Background: an optimization exercise with open tools, aiming at small area. Do not read the settings as production practice.
Function was checked by simulation only, so behaviour that the tests miss may differ from the original.
No activity file was given, so power comes from the tool's default toggle rates.

--- flow/constraint.sdc ---
create_clock -name core_clock -period 10.0 [get_ports {clk}]
set_input_delay 2.0000 -clock core_clock [delete_from_list [all_inputs] [get_ports {clk}]]
set_output_delay 2.0000 -clock core_clock [all_outputs]
set_load 0.01 [all_outputs]
--- flow/config.mk ---
export PLATFORM = sky130hd
export DESIGN_NAME = dxl_framer
export DESIGN_NICKNAME = dxl_framer
export VERILOG_FILES = /design/flow/design.v
export SDC_FILE = /design/flow/constraint.sdc
export NUM_CORES = 4
export LEC_CHECK = 0
export CAP_MARGIN = 20
export CORE_MARGIN = 2
export CORE_UTILIZATION = 40
export SLEW_MARGIN = 20
--- flow/design.v ---
module dxl_framer (
    input  wire        clk,
    input  wire        rst,
    input  wire        tick,
    input  wire        start,
    input  wire        open_ok,
    input  wire        acc_valid,
    input  wire [31:0] acc_data,
    input  wire        vel_valid,
    input  wire [31:0] vel_data,
    input  wire        pos_valid,
    input  wire [31:0] pos_data,
    output wire        tx_valid,
    output reg  [7:0]  tx_data,
    output wire        tx_last,
    input  wire        tx_ready,
    input  wire        tx_done,
    input  wire        tx_fail,
    output wire        configured,
    output wire        halted,
    output wire        busy,
    output wire        rpt_valid,
    output wire [1:0]  rpt_code,
    output wire [2:0]  rpt_step
);
  localparam [7:0] DRIVE_MODE_VALUE     = 8'h00;
  localparam [7:0] OPERATING_MODE_VALUE = 8'h04;
  localparam [6:0] SETTLE_CFG_TICKS     = 7'd101;
  localparam [6:0] SETTLE_MOT_TICKS     = 7'd21;
  reg        c_q, b_q, h_q;
  reg  [1:0] k;         
  reg        snd;       
  reg        wt;        
  reg  [6:0] cnt;       
  reg        pend;
  reg        rpt;
  reg [31:0] xa, xv, xp;    
  reg [31:0] sa, sv, sp;    
  reg [15:0] crc;
  assign configured = c_q;
  assign busy       = b_q;
  assign halted     = h_q;
  assign rpt_valid  = rpt;
  assign rpt_code   = h_q ? {snd, ~snd} : 2'd3;
  assign rpt_step   = {1'b0, k};
  wire        any  = acc_valid | vel_valid | pos_valid;
  wire        idle = c_q & ~b_q;
  wire        go   = idle & (pend | any);
  wire [31:0] xa_n = acc_valid ? acc_data : xa;
  wire [31:0] xv_n = vel_valid ? vel_data : xv;
  wire [31:0] xp_n = pos_valid ? pos_data : xp;
  wire [2:0] bitc  = cnt[2:0];
  wire [3:0] bytec = cnt[6:3];
  wire       sending = b_q & snd;
  wire [3:0] last    = c_q ? 4'd15 : 4'd12;
  wire       is_last = (bytec == last);
  wire       is_crc  = c_q ? (bytec[3:1] == 3'b111) : (bytec[3:2] == 2'b11) | (bytec == 4'd11);
  wire       offer   = sending & ~wt & (bitc == 3'd7);
  wire       take    = offer & tx_ready;
  wire       answer  = sending & tx_done;
  assign tx_valid = offer;
  assign tx_last  = is_last;
  reg [31:0] s_k;
  always @(*) begin
    case (k)
      2'd0:    s_k = sa;
      2'd1:    s_k = sv;
      default: s_k = sp;
    endcase
  end
  reg [7:0] addr_lo, cfg_val;
  always @(*) begin
    case ({c_q, k})
      3'b000: begin addr_lo = 8'h40; cfg_val = 8'h00; end
      3'b001: begin addr_lo = 8'h0A; cfg_val = DRIVE_MODE_VALUE; end
      3'b010: begin addr_lo = 8'h0B; cfg_val = OPERATING_MODE_VALUE; end
      3'b011: begin addr_lo = 8'h40; cfg_val = 8'h01; end
      3'b100: begin addr_lo = 8'h6C; cfg_val = 8'h00; end
      3'b101: begin addr_lo = 8'h70; cfg_val = 8'h00; end
      default: begin addr_lo = 8'h74; cfg_val = 8'h00; end
    endcase
  end
  always @(*) begin
    case (bytec)
      4'd0, 4'd1: tx_data = 8'hFF;
      4'd2:       tx_data = 8'hFD;
      4'd5:       tx_data = c_q ? 8'h09 : 8'h06;
      4'd7:       tx_data = 8'h03;
      4'd8:       tx_data = addr_lo;
      4'd10:      tx_data = c_q ? s_k[7:0]   : cfg_val;
      4'd11:      tx_data = c_q ? s_k[15:8]  : crc[7:0];
      4'd12:      tx_data = c_q ? s_k[23:16] : crc[15:8];
      4'd13:      tx_data = s_k[31:24];
      4'd14:      tx_data = crc[7:0];
      4'd15:      tx_data = crc[15:8];
      default:    tx_data = 8'h00;
    endcase
  end
  wire        dbit   = tx_data[~bitc];
  wire        fb     = crc[15] ^ dbit;
  wire [15:0] crc_sh = {crc[14:0], 1'b0} ^ (fb ? 16'h8005 : 16'h0000);
  wire        crc_en = sending & ~wt & ~is_crc & ((bitc != 3'd7) | tx_ready);
  wire [6:0] target = c_q ? SETTLE_MOT_TICKS : SETTLE_CFG_TICKS;
  wire       settled = (cnt == target);
  always @(posedge clk) begin
    if (!sending)
      crc <= 16'h0000;
    else if (crc_en)
      crc <= crc_sh;
    if (go) begin
      sa <= xa_n;
      sv <= xv_n;
      sp <= xp_n;
    end
    if (rst) begin
      c_q  <= 1'b0;
      b_q  <= 1'b0;
      h_q  <= 1'b0;
      k    <= 2'd0;
      snd  <= 1'b0;
      rpt  <= 1'b0;
      pend <= 1'b0;
      xa   <= 32'd0;
      xv   <= 32'd0;
      xp   <= 32'd0;
    end else begin
      xa   <= xa_n;
      xv   <= xv_n;
      xp   <= xp_n;
      pend <= ~idle & (pend | any);
      rpt  <= 1'b0;
      if (~c_q & ~b_q & ~h_q) begin
        if (start) begin
          if (open_ok) begin
            b_q <= 1'b1;
            snd <= 1'b1;
            wt  <= 1'b0;
            cnt <= 7'd0;
          end else begin
            h_q <= 1'b1;
            rpt <= 1'b1;
          end
        end
      end else if (go) begin
        b_q <= 1'b1;
        k   <= 2'd0;
        snd <= 1'b1;
        wt  <= 1'b0;
        cnt <= 7'd0;
      end else if (b_q) begin
        if (snd) begin
          if (answer) begin
            if (tx_fail & ~c_q) begin
              b_q <= 1'b0;
              h_q <= 1'b1;
              rpt <= 1'b1;
            end else begin
              rpt <= tx_fail;
              snd <= 1'b0;
              cnt <= 7'd0;
            end
          end else if (take & is_last) begin
            wt <= 1'b1;
          end else if ((bitc != 3'd7) | take) begin
            cnt <= cnt + 7'd1;
          end
        end else if (settled) begin
          if (k == (c_q ? 2'd2 : 2'd3)) begin
            b_q <= 1'b0;
            c_q <= 1'b1;
          end else begin
            k   <= k + 2'd1;
            snd <= 1'b1;
            wt  <= 1'b0;
            cnt <= 7'd0;
          end
        end else if (tick) begin
          cnt <= cnt + 7'd1;
        end
      end
    end
  end
endmodule
--- flow/run.sh ---
#!/bin/bash
# synth_recipe.tcl (not shown) runs the flow's synth.tcl, then flattens the netlist and writes it again
# the make line also repeats each setting of config.mk as NAME=value (left out here)
make -C /OpenROAD-flow-scripts/flow DESIGN_CONFIG=/design/flow/config.mk WORK_HOME=/design/flow/orfs CLKGATE_MAP_FILE= SYNTH_SCRIPT=/design/flow/synth_recipe.tcl finish
==> results.py, run 1 <==
metrics = {
    "clocking": {
        "clk_path_buf_depth": 3,
        "clock-sinks": 224,
        "cts_htree_levels": 1,
        "tritoncts": "yes",
        "numCtsBuffers": 24,
        "path_clk_slew_ps": 60,
        "cts_resized": 0,
        "cts_root_buffer": "clkbuf_16",
        "ctsHoldBuffers": 0,
        "clk_latency_ps": 520,
        "post_cts_buffers": 0,
    },
    "power_and_ir_drop": {
        "net-switching-power_mw": 0.458,
        "switching_share_pct": 21.7,
        "p_per_area_mw_per_mm2": 176,
        "p_seq_share_pct": 47.6,
        "power.total_mw": 2.11,
        "pwr-share-clk_pct": 43.7,
        "leakage_nw": 4.30,
        "vdd_drop_max_mv": 0.0978,
        "p_comb_share_pct": 8.7,
        "power.internal_mw": 1.65,
    },
    "routing": {
        "via_count": 6543,
        "wl_microns": 23300,
        "viasPerCell": 5.15,
        "wire_per_inst_microns": 18.3,
        "drc_errors": 0,
        "first_iter_violations": 447,
        "ant_nets": 0,
        "firstDrtPassIters": 5,
    },
    "synthesis": {
        "syn-num-nets": 944,
        "yosys.cell_count.top_type": "dfxtp_1",
        "ys_types": 63,
        "synth_area_sq_mm": 0.00973,
        "ys_seq_area_share_pct": 56.8,
        "yosysWarnings": 1,
        "postSynthAreaPerCell_sq_um": 11.7,
        "synthFlopType": "dfxtp_1",
        "synth-edff-count": 104,
        "synthTopCellsByArea": "edfxtp_1 32%, dfxtp_1 25%, mux2_2 11%",
        "netlist_instances": 830,
        "async_flop_share_pct": 0,
        "synth_top_area_share_pct": 32.1,
        "synth_top_area_cell": "edfxtp_1",
        "synth_seq_cells": 224,
        "ys_top_cells_by_count": "120 x dfxtp_1, 104 x edfxtp_1, 99 x nor2b_1, 96 x mux2_2, 48 x nor2_1",
    },
    "layout": {
        "num_antenna_cells": 0,
        "drive_gt1_share_pct": 16.6,
        "final_nets": 1042,
        "areaGrowthSynthToFinish_pct": 23.1,
        "fin_cells": 1270,
    },
    "grt": {
        "grt_pass1_wl_microns": 36500,
        "globalRoute.busiestLayer": "met2",
        "grt_max_degree": 88,
        "antenna_found_initial": 0,
        "grt_pass1_vias": 6501,
        "grt_overflow": 0,
        "gr-usage-met2_pct": 29.8,
        "grt_use_met1_pct": 24.7,
        "grtUsageTotal_pct": 18.1,
        "grtUsageMet3_pct": 3.48,
    },
    "status": {
        "status": "complete, no violations",
    },
    "sta": {
        "rsz0062_at_grt": "false",
        "setup-violations-final": 0,
        "timing.final.ws_setup_ps": 4100,
        "tns_ps": 0,
        "fin_hold_ws_ps": 521,
        "period_share_pct": 59.0,
        "min_period_ps": 5900,
        "maxSlewViolCount": 0,
        "worstMarginPinSlew_ps": 922,
        "relSlewSlack_pct": 38.2,
        "max_freq_ghz": 0.169,
        "fin_worst_skew_ps": 7.21,
        "finalHoldViolCount": 0,
    },
    "critical_path": {
        "slowest_delay_ps": 680,
        "rrSetupSlack_ps": 6480,
        "reg2reg_to": "crc[2]",
        "startpoint_type": "flop",
        "path_cells": "inv_1 > ha_1 > buf_4 > nor2_4 > nand2_1 > a21oi_1 > a21oi_1 > o311ai_0 > clkdlybuf4s50_1",
        "cp_top_family": "buffers and inverters",
        "worst-path-max-fanout": 38,
        "worst_setup_path_end_kind": "output port",
        "cp_data_required_time_ps": 8000,
        "crit_slowest_cell": "o311ai_0",
        "path_buf_inv": 3,
        "r2r-start": "k[1]",
        "worstPathArrival_ps": 3900,
        "worstRegToRegCells": 12,
        "cpMostUsedCell": "a21oi_1",
        "critical_path_class": "reg2out",
    },
    "placed_design": {
        "placed_cells": 1226,
        "io_buffers": 124,
        "place.gp.congestion": 0.873,
        "place_ws_ps": 4710,
        "hpwl_microns": 16400,
    },
    "floorplanning": {
        "fp.dieW_microns": 160,
        "die_h_microns": 160,
        "initial_core_util_pct": 40.4,
        "ios": 126,
        "core_area_sq_mm": 0.0241,
        "rows": 57,
        "dieArea_sq_mm": 0.0256,
    },
    "min_path": {
        "worstHoldStart": "crc[0]",
        "holdPathEnd": "crc[0]",
        "hp-class": "reg2reg",
        "hold_depth": 2,
    },
    "flow_run": {
        "drv_cap": 0,
    },
}
-- power by group through the flow --
stage               clock network (mW)  logic [mW]  registers, mW
global route                     0.980       0.200           1.01
global placement                     0       0.182           1.02
CTS                              0.942       0.185           1.00
detailed placement                   0       0.183           1.02
floorplan                            0       0.111           1.02
finish                           0.923       0.184           1.00
-- layout make-up --
cell class / instances / area, sq um
Inverter: 12 / 45.0
Fill cell: 2253 / 12100
Tap cell: 324 / 405
Sequential cell: 224 / 5530
Clock buffer: 31 / 678
Multi-Input combinational cell: 531 / 3840
Clock inverter: 13 / 168
Timing Repair Buffer: 135 / 1330
-- per-layer routing --
layer	part of all wire, %	wire [microns]
met5	0	0
met4	1.9	443
met3	5.7	1330
met2	46	10800
met1	46	10700
-- flip-flops by register name (all words and copies together) (netlist names) --
name / cells
sv: 32
h_q: 1
k: 2
snd: 1
crc: 16
rpt: 1
xv: 32
pend: 1
cnt: 7
sa: 32
c_q: 1
wt: 1
xa: 32
xp: 32
sp: 32
b_q: 1
-- metrics by stage --
stage,utilization (%),cell area (sq um)
final,49.7,12000
after global routing,49.7,12000
after CTS,49.7,12000
after detailed placement,46.2,11100
after global placement,46.2,11100
after floorplan,-,9730
-- worst max path at each step --
stage               startpoint          to  slack [ps]  cells after the start
finish                    k[1]  tx_data[6]        4100                      9
global route              k[1]  tx_data[6]        3900                      9
CTS                       k[1]  tx_data[6]        4170                      9
detailed placement        k[1]  tx_data[6]        4710                      9
global placement          k[1]  tx_data[6]        4800                      9
floorplan            acc_valid       sa[0]         430                      3
-- tightest hold or removal path, cell delays in order (launching register included) --
cell and delay [ps]:
dfxtp_1 350, nand3_1 80, o21ai_1 50
-- logic make-up after synthesis --
kind of cell,count (synthesis),synth area share (%)
compound gates,142,10.0
xor+xnor,7,0.771
fa+ha+maj,7,0.900
flops,224,56.8
simple gates,259,14.6
other cells,1,0.0385
mux,115,13.1
buf+inv,75,3.86
-- placed cells by master, fill, tap and decap left out, drive strengths merged, types with 3 or more instances in the layout --
| cell type | netlist | routed |
|---|---|---|
| a22oi | 21 | 21 |
| ha | 7 | 7 |
| nor2 | 49 | 49 |
| clkbuf | 33 | 31 |
| bufinv | 0 | 3 |
| a311oi | 10 | 10 |
| nor3b | 3 | 3 |
| o22ai | 6 | 6 |
| nand4b | 4 | 4 |
| mux2i | 19 | 19 |
| or3 | 3 | 3 |
| nand3b | 5 | 5 |
| nand2 | 41 | 41 |
| nor3 | 10 | 10 |
| buf | 30 | 12 |
| clkinv | 0 | 9 |
| o21ai | 29 | 29 |
| a22o | 12 | 12 |
| dfxtp | 120 | 120 |
| xor2 | 4 | 4 |
| nor2b | 99 | 99 |
| a21oi | 30 | 30 |
| inv | 12 | 12 |
| a31oi | 15 | 15 |
| nor4 | 7 | 7 |
| edfxtp | 104 | 104 |
| clkdlybuf4s50 | 0 | 123 |
| mux2 | 96 | 96 |
| nand3 | 19 | 19 |
| and3 | 5 | 5 |
| and2 | 3 | 3 |
==> run 2, diff against run 1 <==
--- a/flow/design.v
+++ b/flow/design.v
@@ -36,6 +36,8 @@
   reg        rpt;
   reg [31:0] xa, xv, xp;    
   reg [31:0] sa, sv, sp;    
+  reg  [2:0] z;             
+  reg  [2:0] sz;            
   reg [15:0] crc;
   assign configured = c_q;
   assign busy       = b_q;
@@ -46,9 +48,7 @@
   wire        any  = acc_valid | vel_valid | pos_valid;
   wire        idle = c_q & ~b_q;
   wire        go   = idle & (pend | any);
-  wire [31:0] xa_n = acc_valid ? acc_data : xa;
-  wire [31:0] xv_n = vel_valid ? vel_data : xv;
-  wire [31:0] xp_n = pos_valid ? pos_data : xp;
+  wire        snap = b_q & c_q & snd & (k == 2'd0) & (cnt == 7'd0);
   wire [2:0] bitc  = cnt[2:0];
   wire [3:0] bytec = cnt[6:3];
   wire       sending = b_q & snd;
@@ -63,9 +63,9 @@
   reg [31:0] s_k;
   always @(*) begin
     case (k)
-      2'd0:    s_k = sa;
-      2'd1:    s_k = sv;
-      default: s_k = sp;
+      2'd0:    s_k = sz[0] ? 32'd0 : sa;
+      2'd1:    s_k = sz[1] ? 32'd0 : sv;
+      default: s_k = sz[2] ? 32'd0 : sp;
     endcase
   end
   reg [7:0] addr_lo, cfg_val;
@@ -107,10 +107,14 @@
       crc <= 16'h0000;
     else if (crc_en)
       crc <= crc_sh;
-    if (go) begin
-      sa <= xa_n;
-      sv <= xv_n;
-      sp <= xp_n;
+    if (acc_valid) xa <= acc_data;
+    if (vel_valid) xv <= vel_data;
+    if (pos_valid) xp <= pos_data;
+    if (snap) begin
+      sa <= xa;
+      sv <= xv;
+      sp <= xp;
+      sz <= z;
     end
     if (rst) begin
       c_q  <= 1'b0;
@@ -120,13 +124,9 @@
       snd  <= 1'b0;
       rpt  <= 1'b0;
       pend <= 1'b0;
-      xa   <= 32'd0;
-      xv   <= 32'd0;
-      xp   <= 32'd0;
+      z    <= 3'b111;
     end else begin
-      xa   <= xa_n;
-      xv   <= xv_n;
-      xp   <= xp_n;
+      z    <= z & ~{pos_valid, vel_valid, acc_valid};
       pend <= ~idle & (pend | any);
       rpt  <= 1'b0;
       if (~c_q & ~b_q & ~h_q) begin
--- a/flow/config.mk
+++ b/flow/config.mk
@@ -7,5 +7,6 @@
 export LEC_CHECK = 0
 export CAP_MARGIN = 20
 export CORE_MARGIN = 2
-export CORE_UTILIZATION = 40
+export CORE_UTILIZATION = 60
+export CTS_BUF_LIST = sky130_fd_sc_hd__clkbuf_4
 export SLEW_MARGIN = 20
==> results.py, run 2 <==
metrics = {
    "status": {
        "status": "complete, no violations",
    },
    "synthesis": {
        "yosysWarnings": 1,
        "syn-num-nets": 726,
        "synth_top_area_cell": "edfxtp_1",
        "synth_top_area_share_pct": 67.0,
        "synth_seq_cells": 230,
        "synthTopCellsByArea": "edfxtp_1 67%, dfxtp_1 5.9%, mux2i_1 2.0%",
        "yosys.cell_count.top_type": "edfxtp_1",
        "ys_types": 64,
        "netlist_instances": 609,
        "synth_area_sq_mm": 0.00909,
        "synthFlopType": "edfxtp_1",
        "postSynthAreaPerCell_sq_um": 14.9,
        "synth-edff-count": 203,
        "ys_seq_area_share_pct": 73.0,
        "async_flop_share_pct": 0,
        "ys_top_cells_by_count": "203 x edfxtp_1, 45 x nor2_1, 28 x nand2_1, 27 x dfxtp_1, 22 x buf_2",
    },
    "critical_path": {
        "cp.depth": 7,
        "crit_slowest_cell": "nor3_4",
        "worstRegToRegCells": 10,
        "worst_setup_path_end_kind": "output port",
        "path_buf_inv": 2,
        "slowest_delay_ps": 880,
        "path_cells": "inv_1 > ha_1 > nor3_4 > a2111oi_0 > o32ai_1 > or4b_1 > clkdlybuf4s50_1",
        "startpoint_type": "flop",
        "cp_data_required_time_ps": 8000,
        "worstPathArrival_ps": 4000,
        "worst-path-max-fanout": 26,
        "critical_path_class": "reg2out",
        "cp_top_family": "simple AND/OR/NAND/NOR gates",
    },
    "layout": {
        "mostFrequentLayoutCell": "edfxtp_1",
        "fin_cells": 990,
        "areaGrowthSynthToFinish_pct": 23.3,
        "final_nets": 883,
        "num_antenna_cells": 0,
        "fill_cells": 900,
        "finalInstanceArea_sq_mm": 0.0112,
        "drive_gt1_share_pct": 14.8,
        "final_cell_mix": "203 x edfxtp_1, 121 x clkdlybuf4s50_1, 87 x clkbuf_4",
    },
    "power_and_ir_drop": {
        "power.total_mw": 1.99,
        "leakage_nw": 3.84,
        "vdd_drop_max_mv": 0.138,
        "p_per_area_mw_per_mm2": 178,
    },
    "grt": {
        "grt_pass1_vias": 6073,
        "grt_overflow": 0,
        "gr-usage-met2_pct": 40.7,
        "grtUsageMet3_pct": 6.28,
        "grt_use_met1_pct": 34.7,
        "grt_max_degree": 84,
        "antenna_found_initial": 0,
        "grtUsageTotal_pct": 25.7,
        "globalRoute.busiestLayer": "met2",
        "grt_pass1_wl_microns": 31800,
    },
    "clocking": {
        "post_cts_buffers": 0,
        "cts_root_buffer": "clkbuf_4",
        "cts_resized": 0,
        "tritoncts": "yes",
        "cts_htree_levels": 2,
        "path_clk_slew_ps": 60,
        "clk_path_buf_depth": 3,
        "ctsHoldBuffers": 0,
        "numCtsBuffers": 57,
        "clk_latency_ps": 670,
        "clock-sinks": 230,
    },
    "routing": {
        "via_count": 5961,
        "wl_microns": 20200,
        "drc_errors": 0,
        "ant_nets": 0,
        "viasPerCell": 6.02,
        "first_iter_violations": 569,
        "firstDrtPassIters": 9,
        "wire_per_inst_microns": 20.4,
    },
    "sta": {
        "fin_worst_skew_ps": 34.1,
        "fin_hold_ws_ps": 415,
        "setup-violations-final": 0,
        "worstMarginPinSlew_ps": 997,
        "rsz0062_at_grt": "false",
        "finalHoldViolCount": 0,
        "tns_ps": 0,
        "maxSlewViolCount": 0,
        "period_share_pct": 60.0,
        "max_freq_ghz": 0.167,
        "relSlewSlack_pct": 33.5,
        "min_period_ps": 6000,
    },
    "floorplanning": {
        "core_area_sq_mm": 0.0146,
        "initial_core_util_pct": 62.1,
        "rows": 44,
        "ios": 126,
        "dieArea_sq_mm": 0.0162,
        "die_h_microns": 127,
        "fp.dieW_microns": 127,
    },
    "placed_design": {
        "place.gp.congestion": 0.940,
        "io_buffers": 124,
        "placed_cells": 890,
        "postPlaceCellArea_sq_mm": 0.0105,
        "hpwl_microns": 13300,
    },
    "min_path": {
        "hp-class": "reg2reg",
        "hold_depth": 0,
    },
    "flow_run": {
        "drv_cap": 0,
    },
}
## run 2: cell count changes after synthesis, sizes merged, moves of 13 or more
cell | previous run | this run
nand2 | 41 | 28
edfxtp | 104 | 203
nor2b | 99 | 5
mux2 | 96 | 2
a22oi | 21 | 1
o21ai | 29 | 14
dfxtp | 120 | 27
clkbuf | 33 | 9
a222oi | 0 | 14
a21oi | 30 | 17
## run 2: logic make-up after synthesis
kind of cell | count (synthesis) | synth area share, %
fa+ha+maj | 10 | 1.38
simple gates | 165 | 9.98
mux | 20 | 2.23
compound gates | 126 | 10.3
flops | 230 | 73.0
other cells | 1 | 0.0412
buf+inv | 51 | 2.49
xor+xnor | 6 | 0.578
## run 2: final cells by class
type                    instances  area, sq um  area share (%)
inverters                      18         67.6           0.603
clock buffers                  87          653            5.82
flip-flops and latches        230         6640            59.2
repair buffers                131         1280            11.5
clock inverters                12         82.6           0.736
multi-input cells             328         2260            20.1
well taps                     184          230            2.05
## run 2: per-stage QoR
step / util [%] / setup WS [ps]
2_1_floorplan: - / 3010
3_3_place_gp: 71.4 / 4790
3_5_place_dp: 71.4 / 4580
4_1_cts: 76.4 / 3860
5_1_grt: 76.6 / 3740
6_report: 76.6 / 4000
## run 2: final timing paths
| check | start | end | slack (ps) |
|---|---|---|---|
| max | k[1] | tx_data[5] | 4000 |
| min | xa[18] | sa[18] | 410 |
| max reg2reg | k[1] | crc[0] | 6290 |
| min reg2reg | xa[18] | sa[18] | 410 |
## run 2: worst register-to-register path, stage by stage, from the launching register on
cell      delay [ps]
dfxtp_1          450
inv_1            140
ha_1             400
nor3_4           890
a222oi_1         370
o22ai_1          260
nor2_1            90
and4_1           190
o31a_1           370
or3_1            370
a31oi_1          150
## run 2: layer usage
metal	up-vias	part of all wire, %
met5	-	0
met4	0	2.3
met3	46	7.4
met2	286	48
met1	2876	42
li1	2753	-
## run 2: power breakdown
| part | switching, mW | internal (mW) |
|---|---|---|
| registers | 0.0210 | 1.09 |
| clock network | 0.357 | 0.421 |
| logic | 0.0465 | 0.0599 |
==> run 3, diff against run 2 <==
--- a/flow/config.mk
+++ b/flow/config.mk
@@ -7,6 +7,5 @@
 export LEC_CHECK = 0
 export CAP_MARGIN = 20
 export CORE_MARGIN = 2
-export CORE_UTILIZATION = 60
-export CTS_BUF_LIST = sky130_fd_sc_hd__clkbuf_4
+export CORE_UTILIZATION = 40
 export SLEW_MARGIN = 20
==> results.py, run 3 <==
metrics = {
    "status": {
        "status": "complete, no violations",
    },
    "clocking": {
        "path_clk_slew_ps": 60,
        "ctsHoldBuffers": 0,
        "cts_htree_levels": 1,
        "clock-sinks": 230,
        "numCtsBuffers": 25,
        "cts_root_buffer": "clkbuf_16",
        "clk_latency_ps": 530,
        "clk_path_buf_depth": 3,
        "cts_resized": 0,
        "post_cts_buffers": 0,
        "tritoncts": "yes",
    },
    "floorplanning": {
        "ios": 126,
        "initial_core_util_pct": 40.4,
        "core_area_sq_mm": 0.0225,
        "die_h_microns": 155,
        "fp.dieW_microns": 155,
        "rows": 55,
        "dieArea_sq_mm": 0.0240,
    },
    "sta": {
        "timing.final.ws_setup_ps": 4070,
        "min_period_ps": 5930,
        "rsz0062_at_grt": "false",
        "max_freq_ghz": 0.169,
        "worstMarginPinSlew_ps": 1040,
        "relSlewSlack_pct": 30.6,
        "period_share_pct": 59.3,
        "fin_worst_skew_ps": 11.2,
        "setup-violations-final": 0,
        "finalHoldViolCount": 0,
        "tns_ps": 0,
        "maxSlewViolCount": 0,
    },
    "critical_path": {
        "critical_path_class": "reg2out",
        "cp_data_required_time_ps": 8000,
        "path_cells": "inv_1 > ha_1 > nor3_4 > a2111oi_0 > o32ai_1 > or4b_1 > clkdlybuf4s50_1",
        "worst_setup_path_end_kind": "output port",
        "path_buf_inv": 2,
        "worst-path-max-fanout": 26,
        "slowest_delay_ps": 910,
        "startpoint_type": "flop",
        "cp_top_family": "simple AND/OR/NAND/NOR gates",
        "worstPathArrival_ps": 3930,
        "crit_slowest_cell": "nor3_4",
    },
    "placed_design": {
        "postPlaceCellArea_sq_mm": 0.0106,
        "place.gp.congestion": 0.866,
        "hpwl_microns": 14800,
        "place_ws_ps": 4540,
        "io_buffers": 124,
    },
    "synthesis": {
        "syn-num-nets": 726,
        "async_flop_share_pct": 0,
        "ys_top_cells_by_count": "203 x edfxtp_1, 45 x nor2_1, 28 x nand2_1, 27 x dfxtp_1, 22 x buf_2",
        "synth_seq_cells": 230,
        "synth_top_area_cell": "edfxtp_1",
        "ys_seq_area_share_pct": 73.0,
        "synth_area_sq_mm": 0.00909,
        "synthTopCellsByArea": "edfxtp_1 67%, dfxtp_1 5.9%, mux2i_1 2.0%",
        "ys_types": 64,
        "synthFlopType": "edfxtp_1",
        "synth-edff-count": 203,
        "synth_top_area_share_pct": 67.0,
        "postSynthAreaPerCell_sq_um": 14.9,
        "yosysWarnings": 1,
        "netlist_instances": 609,
        "yosys.cell_count.top_type": "edfxtp_1",
    },
    "power_and_ir_drop": {
        "switching_share_pct": 20.6,
        "p_comb_share_pct": 5.1,
        "p_per_area_mw_per_mm2": 185,
        "pwr-share-clk_pct": 42.3,
        "leakage_nw": 3.79,
        "p_seq_share_pct": 52.6,
        "vdd_drop_max_mv": 0.132,
        "net-switching-power_mw": 0.437,
        "power.internal_mw": 1.68,
    },
    "grt": {
        "grt_overflow": 0,
        "grt_max_degree": 67,
        "grtUsageTotal_pct": 18.2,
        "antenna_found_initial": 0,
        "grt_pass1_vias": 5949,
        "grt_pass1_wl_microns": 33700,
    },
    "layout": {
        "areaGrowthSynthToFinish_pct": 25.5,
        "finalInstanceArea_sq_mm": 0.0114,
        "mostFrequentLayoutCell": "edfxtp_1",
        "final_cell_mix": "203 x edfxtp_1, 121 x clkdlybuf4s50_1, 45 x nor2_1",
        "num_antenna_cells": 0,
        "final_nets": 851,
        "drive_gt1_share_pct": 8.90,
    },
    "routing": {
        "wire_per_inst_microns": 20.8,
        "viasPerCell": 5.49,
        "first_iter_violations": 493,
        "ant_nets": 0,
        "drc_errors": 0,
        "wl_microns": 21600,
        "via_count": 5701,
        "firstDrtPassIters": 5,
    },
    "flow_run": {
        "drv_cap": 0,
    },
    "min_path": {
        "hp-class": "reg2reg",
    },
}
[run 3: layer usage]
layer / wire, microns / global-route usage, % / vias to the layer above
li1: - / - / 2657
met4: 329 / 4.32 / 0
met1: 9480 / 25.2 / 2828
met3: 1200 / 3.00 / 30
met5: 0 / 0 / -
met2: 10500 / 30.2 / 186
[run 3: path summary, 6_finish.rpt]
path / cells past startpoint / from / slack, ps / endpoint
setup / recovery: 7 / k[1] / 4070 / tx_data[5]
hold / removal: 0 / xa[4] / 410 / sa[4]
setup reg to reg: 10 / k[1] / 6070 / crc[0]
hold reg to reg: 0 / xa[4] / 410 / sa[4]
[run 3: layout make-up]
| type | instances | area [sq um] |
|---|---|---|
| clock inverter | 15 | 145 |
| fill | 1922 | 11100 |
| inverter | 18 | 67.6 |
| multi-input combinational | 328 | 2260 |
| tap | 285 | 357 |
| clock buffer | 31 | 668 |
| timing repair buffer | 131 | 1280 |
| sequential | 230 | 6640 |
[run 3: logic make-up after synthesis]
kind of cell / count (synthesis) / synth area share [%]
other cells: 1 / 0.0412
fa+ha+maj: 10 / 1.38
mux: 20 / 2.23
buf+inv: 51 / 2.49
compound gates: 126 / 10.3
xor+xnor: 6 / 0.578
flops: 230 / 73.0
simple gates: 165 / 9.98
[run 3: worst register-to-register path: stages, from the launching register on]
cell and delay (ps):
dfxtp_1 380, inv_1 160, ha_1 520, nor2b_2 920, a221oi_1 210, a211o_1 350
and3_1 220, and4_1 210, o31a_1 370, or3_1 370, a31oi_1 160
[run 3: metrics by stage]
| step | util [%] | hold slack (ps) | cells | total power [mW] |
|---|---|---|---|---|
| finish | 50.7 | 411 | 1038 | 2.11 |
| global route | 50.7 | 428 | 1038 | 2.19 |
| CTS | 50.7 | 414 | 1038 | 2.13 |
| detailed placement | 47.1 | 405 | 992 | 1.24 |
| global placement | 47.1 | 406 | 992 | 1.24 |
| floorplan | - | 400 | 609 | 1.16 |
[run 3: power by group through the flow]
| stage | clock network [mW] | logic (mW) | registers [mW] |
|---|---|---|---|
| final | 0.895 | 0.108 | 1.11 |
| after CTS | 0.914 | 0.109 | 1.11 |
| after global placement | 0 | 0.106 | 1.13 |
| after detailed placement | 0 | 0.108 | 1.13 |
| after global routing | 0.956 | 0.117 | 1.12 |
| after floorplan | 0 | 0.0407 | 1.12 |
==> run 4, diff against run 3 <==
==> flow/flow/run.sh (new file) <==
#!/bin/bash
# Own layout flow: the standard flow (standard.sh) with smaller port
# buffers and a clock tree of fewer, larger sink clusters.
set -euo pipefail
export BUFFER_PORTS_ARGS="-buffer_cell sky130_fd_sc_hd__buf_1"
export CTS_ARGS="-sink_clustering_enable -repair_clock_nets -buf_list sky130_fd_sc_hd__clkbuf_16 -sink_clustering_size 30 -sink_clustering_max_diameter 100 -dont_use_dummy_load"
bash standard.sh > standard_flow.log 2>&1
==> flow/standard.sh (new file) <==
#!/bin/bash
# synth_recipe.tcl (not shown) runs the flow's synth.tcl, then flattens the netlist and writes it again
# the make line also repeats each setting of config.mk as NAME=value (left out here)
make -C /OpenROAD-flow-scripts/flow DESIGN_CONFIG=/design/flow/config.mk WORK_HOME=/design/flow/orfs CLKGATE_MAP_FILE= SYNTH_SCRIPT=/design/flow/synth_recipe.tcl "${@:-finish}"
--- a/flow/config.mk
+++ b/flow/config.mk
@@ -7,5 +7,5 @@
 export LEC_CHECK = 0
 export CAP_MARGIN = 20
 export CORE_MARGIN = 2
-export CORE_UTILIZATION = 40
+export CORE_UTILIZATION = 60
 export SLEW_MARGIN = 20
removed: flow/run.sh
==> results.py, run 4 <==
metrics = {
    "sta": {
        "finalHoldViolCount": 0,
        "rsz0062_at_grt": "false",
        "fin_worst_skew_ps": 34.9,
        "tns_ps": 0,
        "relSlewSlack_pct": 29.7,
        "period_share_pct": 55.0,
        "fin_hold_ws_ps": 397,
        "max_freq_ghz": 0.182,
        "setup-violations-final": 0,
        "maxSlewViolCount": 0,
        "worstMarginPinSlew_ps": 1050,
        "min_period_ps": 5500,
    },
    "critical_path": {
        "worstSetupStartpoint": "k[1]",
        "r2r-start": "k[1]",
        "worstPathArrival_ps": 3500,
        "cp_data_required_time_ps": 8000,
        "worst-path-max-fanout": 26,
        "startpoint_type": "flop",
        "worst_setup_path_end_kind": "output port",
        "critical_path_class": "reg2out",
    },
    "clocking": {
        "cts_htree_levels": 1,
        "cts_root_buffer": "clkbuf_16",
        "clk_path_buf_depth": 3,
        "numCtsBuffers": 11,
        "clk_latency_ps": 480,
        "ctsHoldBuffers": 0,
        "path_clk_slew_ps": 110,
        "cts_resized": 0,
        "tritoncts": "yes",
        "clock-sinks": 230,
        "post_cts_buffers": 0,
    },
    "synthesis": {
        "yosys.cell_count.top_type": "edfxtp_1",
        "synthFlopType": "edfxtp_1",
        "async_flop_share_pct": 0,
        "ys_types": 64,
        "synthTopCellsByArea": "edfxtp_1 67%, dfxtp_1 5.9%, mux2i_1 2.0%",
        "ys_top_cells_by_count": "203 x edfxtp_1, 45 x nor2_1, 28 x nand2_1, 27 x dfxtp_1, 22 x buf_2",
        "synth-edff-count": 203,
        "synth_top_area_share_pct": 67.0,
        "postSynthAreaPerCell_sq_um": 14.9,
        "synth_top_area_cell": "edfxtp_1",
        "ys_seq_area_share_pct": 73.0,
        "synth_seq_cells": 230,
        "syn-num-nets": 726,
        "synth_area_sq_mm": 0.00909,
        "yosysWarnings": 1,
        "netlist_instances": 609,
    },
    "grt": {
        "grt_pass1_vias": 5521,
        "grt_max_degree": 90,
        "antenna_found_initial": 0,
        "grt_pass1_wl_microns": 30000,
        "grtUsageTotal_pct": 23.9,
        "grt_overflow": 0,
    },
    "min_path": {
        "hp-class": "reg2reg",
        "worstHoldStart": "xv[15]",
    },
    "routing": {
        "first_iter_violations": 569,
        "wl_microns": 19000,
        "via_count": 5585,
        "firstDrtPassIters": 6,
        "drc_errors": 0,
        "viasPerCell": 6.20,
        "wire_per_inst_microns": 21.0,
        "ant_nets": 0,
    },
    "placed_design": {
        "hpwl_microns": 13200,
        "place.gp.congestion": 0.881,
        "io_buffers": 124,
    },
    "floorplanning": {
        "dieArea_sq_mm": 0.0162,
        "initial_core_util_pct": 62.1,
        "fp.dieW_microns": 127,
        "rows": 44,
        "ios": 126,
        "core_area_sq_mm": 0.0146,
        "die_h_microns": 127,
    },
    "power_and_ir_drop": {
        "power.total_mw": 1.65,
        "leakage_nw": 3.20,
        "vdd_drop_max_mv": 0.199,
        "p_per_area_mw_per_mm2": 165,
    },
    "layout": {
        "mostFrequentLayoutCell": "edfxtp_1",
        "final_cell_mix": "203 x edfxtp_1, 121 x buf_1, 45 x nor2_1",
        "num_antenna_cells": 0,
        "final_nets": 836,
        "areaGrowthSynthToFinish_pct": 9.78,
        "multiInputGateArea_sq_mm": 0.00226,
        "drive_gt1_share_pct": 5.16,
        "fill_cells": 1042,
        "seq_area_sq_mm": 0.00664,
    },
    "status": {
        "status": "complete, no violations",
    },
    "flow_run": {
        "drv_cap": 0,
    },
}
-- run 4: cell types whose count changed in the layout (fill, tap and decap cells not counted), sizes merged --
| cell | previous run | this run |
|---|---|---|
| buf | 10 | 127 |
| bufinv | 2 | 0 |
| clkbuf | 31 | 14 |
| clkdlybuf4s50 | 121 | 0 |
| clkinv | 10 | 0 |
| clkinvlp | 2 | 0 |
| inv | 19 | 18 |
-- run 4: cell families after synthesis --
group / share of synthesized area (%)
and+or+nand+nor: 9.98
muxes: 2.23
buffers and inverters: 2.49
AOI/OAI and AO/OA: 10.3
other: 0.0412
xor gates and xnor gates: 0.578
adders and majority gates: 1.38
DFF: 73.0
-- run 4: path summary, 6_finish.rpt --
check,to,slack [ps],depth (start not counted)
worst min-delay path,sv[15],400,0
worst max-delay path,tx_data[6],4500,8
worst min register to register,sv[15],400,0
worst max register to register,crc[0],6250,10
-- run 4: area by class of cell --
class / count / area share, %
clock buffer: 11 / 2.76
sequential: 230 / 66.5
timing repair buffer: 130 / 5.15
tap: 184 / 2.31
inverter: 18 / 0.677
multi-input combinational: 328 / 22.6
-- run 4: where the power goes --
part           leakage [nW]  switching [mW]  internal, mW
registers              2.12          0.0207          1.09
logic                 0.940          0.0456        0.0285
clock network         0.136           0.266         0.199
-- run 4: through the flow --
| step | util [%] | setup slack [ps] | instance area, sq um | instances |
|---|---|---|---|---|
| 2_1_floorplan | - | 3010 | 9100 | 609 |
| 3_3_place_gp | 66.3 | 5150 | 9700 | 890 |
| 3_5_place_dp | 66.3 | 4970 | 9700 | 890 |
| 4_1_cts | 68.1 | 4440 | 9980 | 901 |
| 5_1_grt | 68.2 | 4290 | 9980 | 901 |
| 6_report | 68.2 | 4500 | 9980 | 901 |
-- run 4: worst max-delay path: stages, from the launching register on --
cell and delay, ps:
dfxtp_1 390, inv_1 140, ha_1 530, nor3_4 250, a222oi_1 490, o22ai_1 130
or4_1 620, or2_2 310, buf_1 130
-- run 4: layer usage --
metal	GRT usage, %	up-vias	share of wire (%)
met1	35.3	2678	43
met2	37.7	268	47
met5	0	-	0
met4	7.18	0	2.2
li1	-	2605	-
met3	3.60	34	8.1
==> run 5, diff against run 4 <==
==> flow/flow/run.sh (replaced) <==
#!/bin/bash
# Own layout flow: the standard flow (standard.sh) with smaller port
# buffers and a clock tree of fewer, larger sink clusters.
set -euo pipefail
export BUFFER_PORTS_ARGS="-buffer_cell sky130_fd_sc_hd__buf_1"
export CTS_ARGS="-sink_clustering_enable -repair_clock_nets -buf_list sky130_fd_sc_hd__clkbuf_8 -sink_clustering_size 18 -sink_clustering_max_diameter 60 -dont_use_dummy_load"
bash standard.sh > standard_flow.log 2>&1
==> results.py, run 5 <==
metrics = {
    "clocking": {
        "post_cts_buffers": 0,
        "clk_path_buf_depth": 3,
        "clock-sinks": 230,
        "ctsHoldBuffers": 0,
        "clk_latency_ps": 520,
        "cts_htree_levels": 1,
        "cts_root_buffer": "clkbuf_8",
        "numCtsBuffers": 18,
        "path_clk_slew_ps": 100,
        "cts_resized": 0,
        "tritoncts": "yes",
    },
    "sta": {
        "tns_ps": 0,
        "timing.final.ws_setup_ps": 4540,
        "fin_worst_skew_ps": 80.8,
        "worstMarginPinSlew_ps": 1050,
        "period_share_pct": 54.6,
        "relSlewSlack_pct": 29.7,
        "rsz0062_at_grt": "false",
        "setup-violations-final": 0,
        "finalHoldViolCount": 0,
        "maxSlewViolCount": 0,
        "max_freq_ghz": 0.183,
        "min_period_ps": 5460,
    },
    "power_and_ir_drop": {
        "p_per_area_mw_per_mm2": 161,
        "power.total_mw": 1.61,
        "leakage_nw": 3.19,
        "vdd_drop_max_mv": 0.153,
    },
    "synthesis": {
        "yosys.cell_count.top_type": "edfxtp_1",
        "synth-edff-count": 203,
        "syn-num-nets": 726,
        "synth_area_sq_mm": 0.00909,
        "synthTopCellsByArea": "edfxtp_1 67%, dfxtp_1 5.9%, mux2i_1 2.0%",
        "netlist_instances": 609,
        "synth_top_area_cell": "edfxtp_1",
        "synthFlopType": "edfxtp_1",
        "ys_seq_area_share_pct": 73.0,
        "async_flop_share_pct": 0,
        "ys_types": 64,
        "postSynthAreaPerCell_sq_um": 14.9,
        "synth_top_area_share_pct": 67.0,
        "synth_seq_cells": 230,
        "ys_top_cells_by_count": "203 x edfxtp_1, 45 x nor2_1, 28 x nand2_1, 27 x dfxtp_1, 22 x buf_2",
        "yosysWarnings": 1,
    },
    "layout": {
        "mostFrequentLayoutCell": "edfxtp_1",
        "seq_area_sq_mm": 0.00664,
        "final_cell_mix": "203 x edfxtp_1, 121 x buf_1, 45 x nor2_1",
        "num_antenna_cells": 0,
        "fill_cells": 1052,
        "multiInputGateArea_sq_mm": 0.00226,
        "finalInstanceArea_sq_mm": 0.00995,
        "drive_gt1_share_pct": 6.08,
        "areaGrowthSynthToFinish_pct": 9.48,
        "final_nets": 843,
    },
    "critical_path": {
        "startpoint_type": "flop",
        "worstSetupStartpoint": "k[1]",
        "worst_setup_path_end_kind": "output port",
        "worstPathArrival_ps": 3460,
        "r2r-start": "k[1]",
        "cp_data_required_time_ps": 8000,
        "critical_path_class": "reg2out",
        "worst-path-max-fanout": 26,
    },
    "grt": {
        "grt_max_degree": 90,
        "grt_pass1_wl_microns": 30200,
        "grt_pass1_vias": 5577,
        "grt_overflow": 0,
        "grtUsageTotal_pct": 24.1,
        "antenna_found_initial": 0,
    },
    "placed_design": {
        "hpwl_microns": 13200,
        "place.gp.congestion": 0.881,
        "postPlaceCellArea_sq_mm": 0.00970,
        "place_ws_ps": 4970,
        "io_buffers": 124,
    },
    "floorplanning": {
        "initial_core_util_pct": 62.1,
        "ios": 126,
        "fp.dieW_microns": 127,
        "rows": 44,
        "die_h_microns": 127,
        "dieArea_sq_mm": 0.0162,
        "core_area_sq_mm": 0.0146,
    },
    "routing": {
        "ant_nets": 0,
        "via_count": 5635,
        "firstDrtPassIters": 8,
        "wl_microns": 19100,
        "viasPerCell": 6.21,
        "first_iter_violations": 597,
        "drc_errors": 0,
        "wire_per_inst_microns": 21.0,
    },
    "min_path": {
        "hp-class": "reg2reg",
        "worstHoldStart": "xa[30]",
    },
    "flow_run": {
        "drv_cap": 0,
    },
    "status": {
        "status": "complete, no violations",
    },
}
run 5: stage by stage:
step,utilization (%),std cells,hold slack [ps]
finish,68.0,908,395
global route,68.0,908,400
CTS,67.9,908,398
detailed placement,66.3,890,405
global placement,66.3,890,401
floorplan,-,609,400
run 5: area by class of cell:
class	count	area share, %
timing repair buffer	130	5.17
multi-input combinational	328	22.7
clock buffer	18	2.49
sequential	230	66.7
tap	184	2.31
inverter	18	0.679
run 5: per-layer routing:
layer  part of all wire (%)  up-vias  routed length [microns]  track usage [%]
li1                       -     2615                        -                -
met1                     44     2718                     8320             35.5
met2                     47      271                     8970             38.0
met3                    7.0       31                     1340             4.02
met4                    2.2        0                      425             6.59
met5                      0        -                        0                0
run 5: cell families (layout without fill, tap and decap cells):
family | after synthesis | in the layout | share of synthesized area, %
flops | 230 | 230 | 73.0
simple gates | 165 | 165 | 9.98
compound gates | 126 | 126 | 10.3
buf+inv | 51 | 166 | 2.49
mux | 20 | 20 | 2.23
fa+ha+maj | 10 | 10 | 1.38
xor+xnor | 6 | 6 | 0.578
other cells | 1 | 1 | 0.0412
run 5: worst paths after layout:
check,endpoint,slack (ps),cells past startpoint
max reg2reg,crc[0],6240,10
min,sa[30],400,0
min reg2reg,sa[30],400,0
max,tx_data[6],4540,8
run 5: report_power, final:
group          total, mW  internal [mW]  switching, mW
clock network      0.425          0.162          0.263
logic             0.0745         0.0285         0.0460
registers           1.11           1.09         0.0207
total               1.61           1.28          0.330
run 5: critical path: stages, from the launching register on:
cell	delay, ps
dfxtp_1	390
inv_1	140
ha_1	530
nor3_4	250
a222oi_1	470
o22ai_1	120
or4_1	610
or2_2	310
buf_1	130
==> run 6, diff against run 5 <==
==> flow/flow/run.sh (replaced) <==
#!/bin/bash
# Own layout flow:
#  1. the standard synthesis (standard.sh synth), kept as ref_synth.v;
#  2. its combinational logic re-mapped by Yosys/ABC with an area script,
#     keeping every flip-flop instance (flow/resynth.ys, flow/resynth.abc);
#  3. the standard layout (standard.sh) of that netlist, with buf_1
#     port buffers and a clock tree of fewer, larger sink clusters.
set -euo pipefail
W=$(pwd)
LIB=$FLOW_HOME/platforms/sky130hd/lib/sky130_fd_sc_hd__tt_025C_1v80.lib

bash standard.sh synth > synth_ref.log 2>&1
cp orfs/results/$FLOW_PLATFORM/dxl_framer/base/1_2_yosys.v ref_synth.v
mv orfs orfs_ref

sed -e "s#@LIB@#$LIB#g" -e "s#@TOP@#$FLOW_TOP#g" -e "s#@ABC@#$W/flow/resynth.abc#g" \
  flow/resynth.ys > resynth_run.ys
yosys -q -l resynth.log resynth_run.ys > /dev/null 2>&1

export SYNTH_NETLIST_FILES=$W/resynth.v
export BUFFER_PORTS_ARGS="-buffer_cell sky130_fd_sc_hd__buf_1"
export CTS_ARGS="-sink_clustering_enable -repair_clock_nets -buf_list sky130_fd_sc_hd__clkbuf_8 -sink_clustering_size 18 -sink_clustering_max_diameter 60 -dont_use_dummy_load"
bash standard.sh > standard_flow.log 2>&1
==> flow/flow/resynth.abc (new file) <==
&get -n
&st
&dch
&nf -R 1000
&put
strash
dch -f
map -a
&get -n
&st
&dch
&nf -R 1000
&put
==> flow/flow/resynth.ys (new file) <==
# Re-map the combinational logic of the standard synthesis netlist
# (ref_synth.v) with an area-oriented ABC script. The flip-flops are kept
# as the standard synthesis made them: same instances, names and cells.
read_liberty -ignore_miss_func @LIB@
read_verilog ref_synth.v
hierarchy -top @TOP@
blackbox sky130_fd_sc_hd__*df*
flatten
opt -purge
abc -liberty @LIB@ -dont_use sky130_fd_sc_hd__lpflow_* -dont_use sky130_fd_sc_hd__probe* -script @ABC@
opt_clean -purge
hilomap -singleton -hicell sky130_fd_sc_hd__conb_1 HI -locell sky130_fd_sc_hd__conb_1 LO
insbuf -buf sky130_fd_sc_hd__buf_4 A X
rename -hide w:*.*
opt_clean -purge
hierarchy -top @TOP@
tee -o resynth_stat.txt stat -liberty @LIB@
write_verilog -noexpr -noattr -nohex -nodec resynth.v
==> results.py, run 6 <==
metrics = {
    "status": {
        "status": "complete, no violations",
    },
    "layout": {
        "drive_gt1_share_pct": 4.99,
        "final_cell_mix": "203 x edfxtp_1, 121 x buf_1, 52 x nor2_1",
        "fin_util_pct": 69.0,
        "finalInstanceArea_sq_mm": 0.00961,
        "final_nets": 851,
        "mostFrequentLayoutCell": "edfxtp_1",
        "fin_cells": 922,
        "num_antenna_cells": 0,
        "areaGrowthSynthToFinish_pct": 12.0,
    },
    "sta": {
        "maxSlewViolCount": 0,
        "finalHoldViolCount": 0,
        "tns_ps": 0,
        "relSlewSlack_pct": 28.2,
        "setup-violations-final": 0,
        "max_freq_ghz": 0.185,
        "rsz0062_at_grt": "false",
        "period_share_pct": 54.1,
        "fin_hold_ws_ps": 375,
        "min_period_ps": 5410,
        "worstMarginPinSlew_ps": 1070,
        "timing.final.ws_setup_ps": 4590,
        "fin_worst_skew_ps": 43.2,
    },
    "min_path": {
        "hold_depth": 0,
        "hp-class": "reg2reg",
    },
    "routing": {
        "firstDrtPassIters": 5,
        "viasPerCell": 6.03,
        "via_count": 5562,
        "first_iter_violations": 604,
        "ant_nets": 0,
        "wire_per_inst_microns": 20.3,
        "wl_microns": 18700,
        "drc_errors": 0,
    },
    "floorplanning": {
        "initial_core_util_pct": 61.6,
        "die_h_microns": 124,
        "ios": 126,
        "rows": 43,
        "fp.dieW_microns": 124,
        "core_area_sq_mm": 0.0139,
        "dieArea_sq_mm": 0.0153,
    },
    "synthesis": {
        "postSynthAreaPerCell_sq_um": 14.5,
        "netlist_instances": 592,
        "synth_area_sq_mm": 0.00859,
        "syn-num-nets": 699,
        "yosysWarnings": 0,
    },
    "flow_run": {
        "drv_cap": 0,
    },
    "clocking": {
        "cts_resized": 0,
        "tritoncts": "yes",
        "path_clk_slew_ps": 100,
        "post_cts_buffers": 0,
        "ctsHoldBuffers": 0,
        "clock-sinks": 230,
        "clk_path_buf_depth": 3,
        "numCtsBuffers": 17,
        "cts_root_buffer": "clkbuf_8",
        "cts_htree_levels": 1,
        "clk_latency_ps": 510,
    },
    "critical_path": {
        "worstRegToRegCells": 13,
        "slowest_delay_ps": 940,
        "path_cells": "nand2_1 > nor3b_1 > o21ai_0 > a31oi_1 > a21oi_1 > nand4_1 > buf_1",
        "crit_slowest_cell": "edfxtp_1",
        "cp.depth": 7,
        "cp_top_family": "simple AND/OR/NAND/NOR gates",
        "path_buf_inv": 1,
        "worst_setup_path_end_kind": "output port",
        "cp_data_required_time_ps": 8000,
        "worst-path-max-fanout": 24,
        "worstPathArrival_ps": 3410,
        "startpoint_type": "flop",
        "critical_path_class": "reg2out",
    },
    "grt": {
        "antenna_found_initial": 0,
        "grt_max_degree": 64,
        "grt_overflow": 0,
        "grtUsageTotal_pct": 25.1,
        "grt_pass1_vias": 5467,
        "grt_pass1_wl_microns": 28600,
    },
    "placed_design": {
        "postPlaceCellArea_sq_mm": 0.00935,
        "placed_cells": 903,
        "io_buffers": 124,
        "place.gp.congestion": 0.922,
        "place_ws_ps": 5220,
        "hpwl_microns": 12500,
    },
    "power_and_ir_drop": {
        "leakage_nw": 3.05,
        "power.total_mw": 1.60,
        "vdd_drop_max_mv": 0.136,
        "p_per_area_mw_per_mm2": 166,
    },
}
==> run 6: changes by cell type in the layout (fill, tap and decap cells not counted), sizes merged, moves of 13 or more <==
cell    change
o21ai      +26
nand2      +18
clkinv     +13
inv        -18
a21oi      +30
mux2i      -15
a22oi      +13
==> run 6: area by class of cell <==
class | count | area, sq um
fill | 947 | 4320
timing repair buffer | 136 | 572
tap | 180 | 225
sequential | 230 | 6640
multi-input combinational | 346 | 1900
inverter | 13 | 48.8
clock buffer | 17 | 234
==> run 6: final timing paths <==
kind,from,to,slack (ps)
max,cnt[3],tx_data[0],4590
min,xv[7],sv[7],370
max reg2reg,cnt[3],crc[15],5570
min reg2reg,xv[7],sv[7],370
==> run 6: routing by layer <==
| layer | share of wire, % | up-vias | track usage [%] |
|---|---|---|---|
| met5 | 0 | - | 0 |
| met4 | 2.9 | 0 | 7.03 |
| li1 | - | 2601 | - |
| met2 | 47 | 256 | 40.5 |
| met1 | 43 | 2661 | 35.5 |
| met3 | 7.0 | 44 | 4.62 |
==> run 6: report_power, final <==
group | switching [mW] | total (mW) | internal (mW)
Clock | 0.264 | 0.417 | 0.154
Sequential | 0.0201 | 1.11 | 1.09
Combinational | 0.0451 | 0.0710 | 0.0259
Total | 0.329 | 1.60 | 1.27
==> run 6: worst reg2reg max path: stages, from the launching register on <==
cell and delay, ps:
edfxtp_1 940, nand2_1 230, nor3b_1 870, o21ai_0 220, a31oi_1 210, a21oi_1 60
nand4_1 180, nor2_1 70, or4_1 550, nor3_1 570, nand2_1 130, nor2_1 120
a21oi_1 50, a21oi_1 170

[afterwards: timing with drivers on the ports]
No port has a modelled driver above. Below, the same layouts with a new extraction and two added sets of constraints. Step 1 sets driving cells, clkbuf_16 on the clock port and buf_2 on the other inputs (assumed; they add their load-dependent delay and slew). Step 2 adds t to the input delays and takes it off the output delays; t is the mean of the earliest and latest rising clock arrival at the registers after step 1. Input paths then give back, and output paths get back, about the clock's delay inside the block. Three values: ideal ports, drivers, drivers and shift; two values: the first two.
run | shift t [ns] | setup slack, ns | slew at the worst register clock pin (ns) | cell pins on the clock port's net
run 1 | 0.565 | 4.096 / 4.052 / 4.617 | 0.06 / 0.06 | 1
run 2 | 0.690 | 4.002 / 3.965 / 4.655 | 0.07 / 0.07 | 1
run 3 | 0.571 | 4.070 / 4.025 / 4.596 | 0.06 / 0.06 | 1
run 4 | 0.507 | 4.501 / 4.459 / 4.966 | 0.12 / 0.12 | 1
run 5 | 0.520 | 4.541 / 4.503 / 5.022 | 0.11 / 0.11 | 1
run 6 | 0.528 | 4.585 / 4.548 / 5.076 | 0.11 / 0.11 | 1
After both steps every run listed still meets setup and hold.
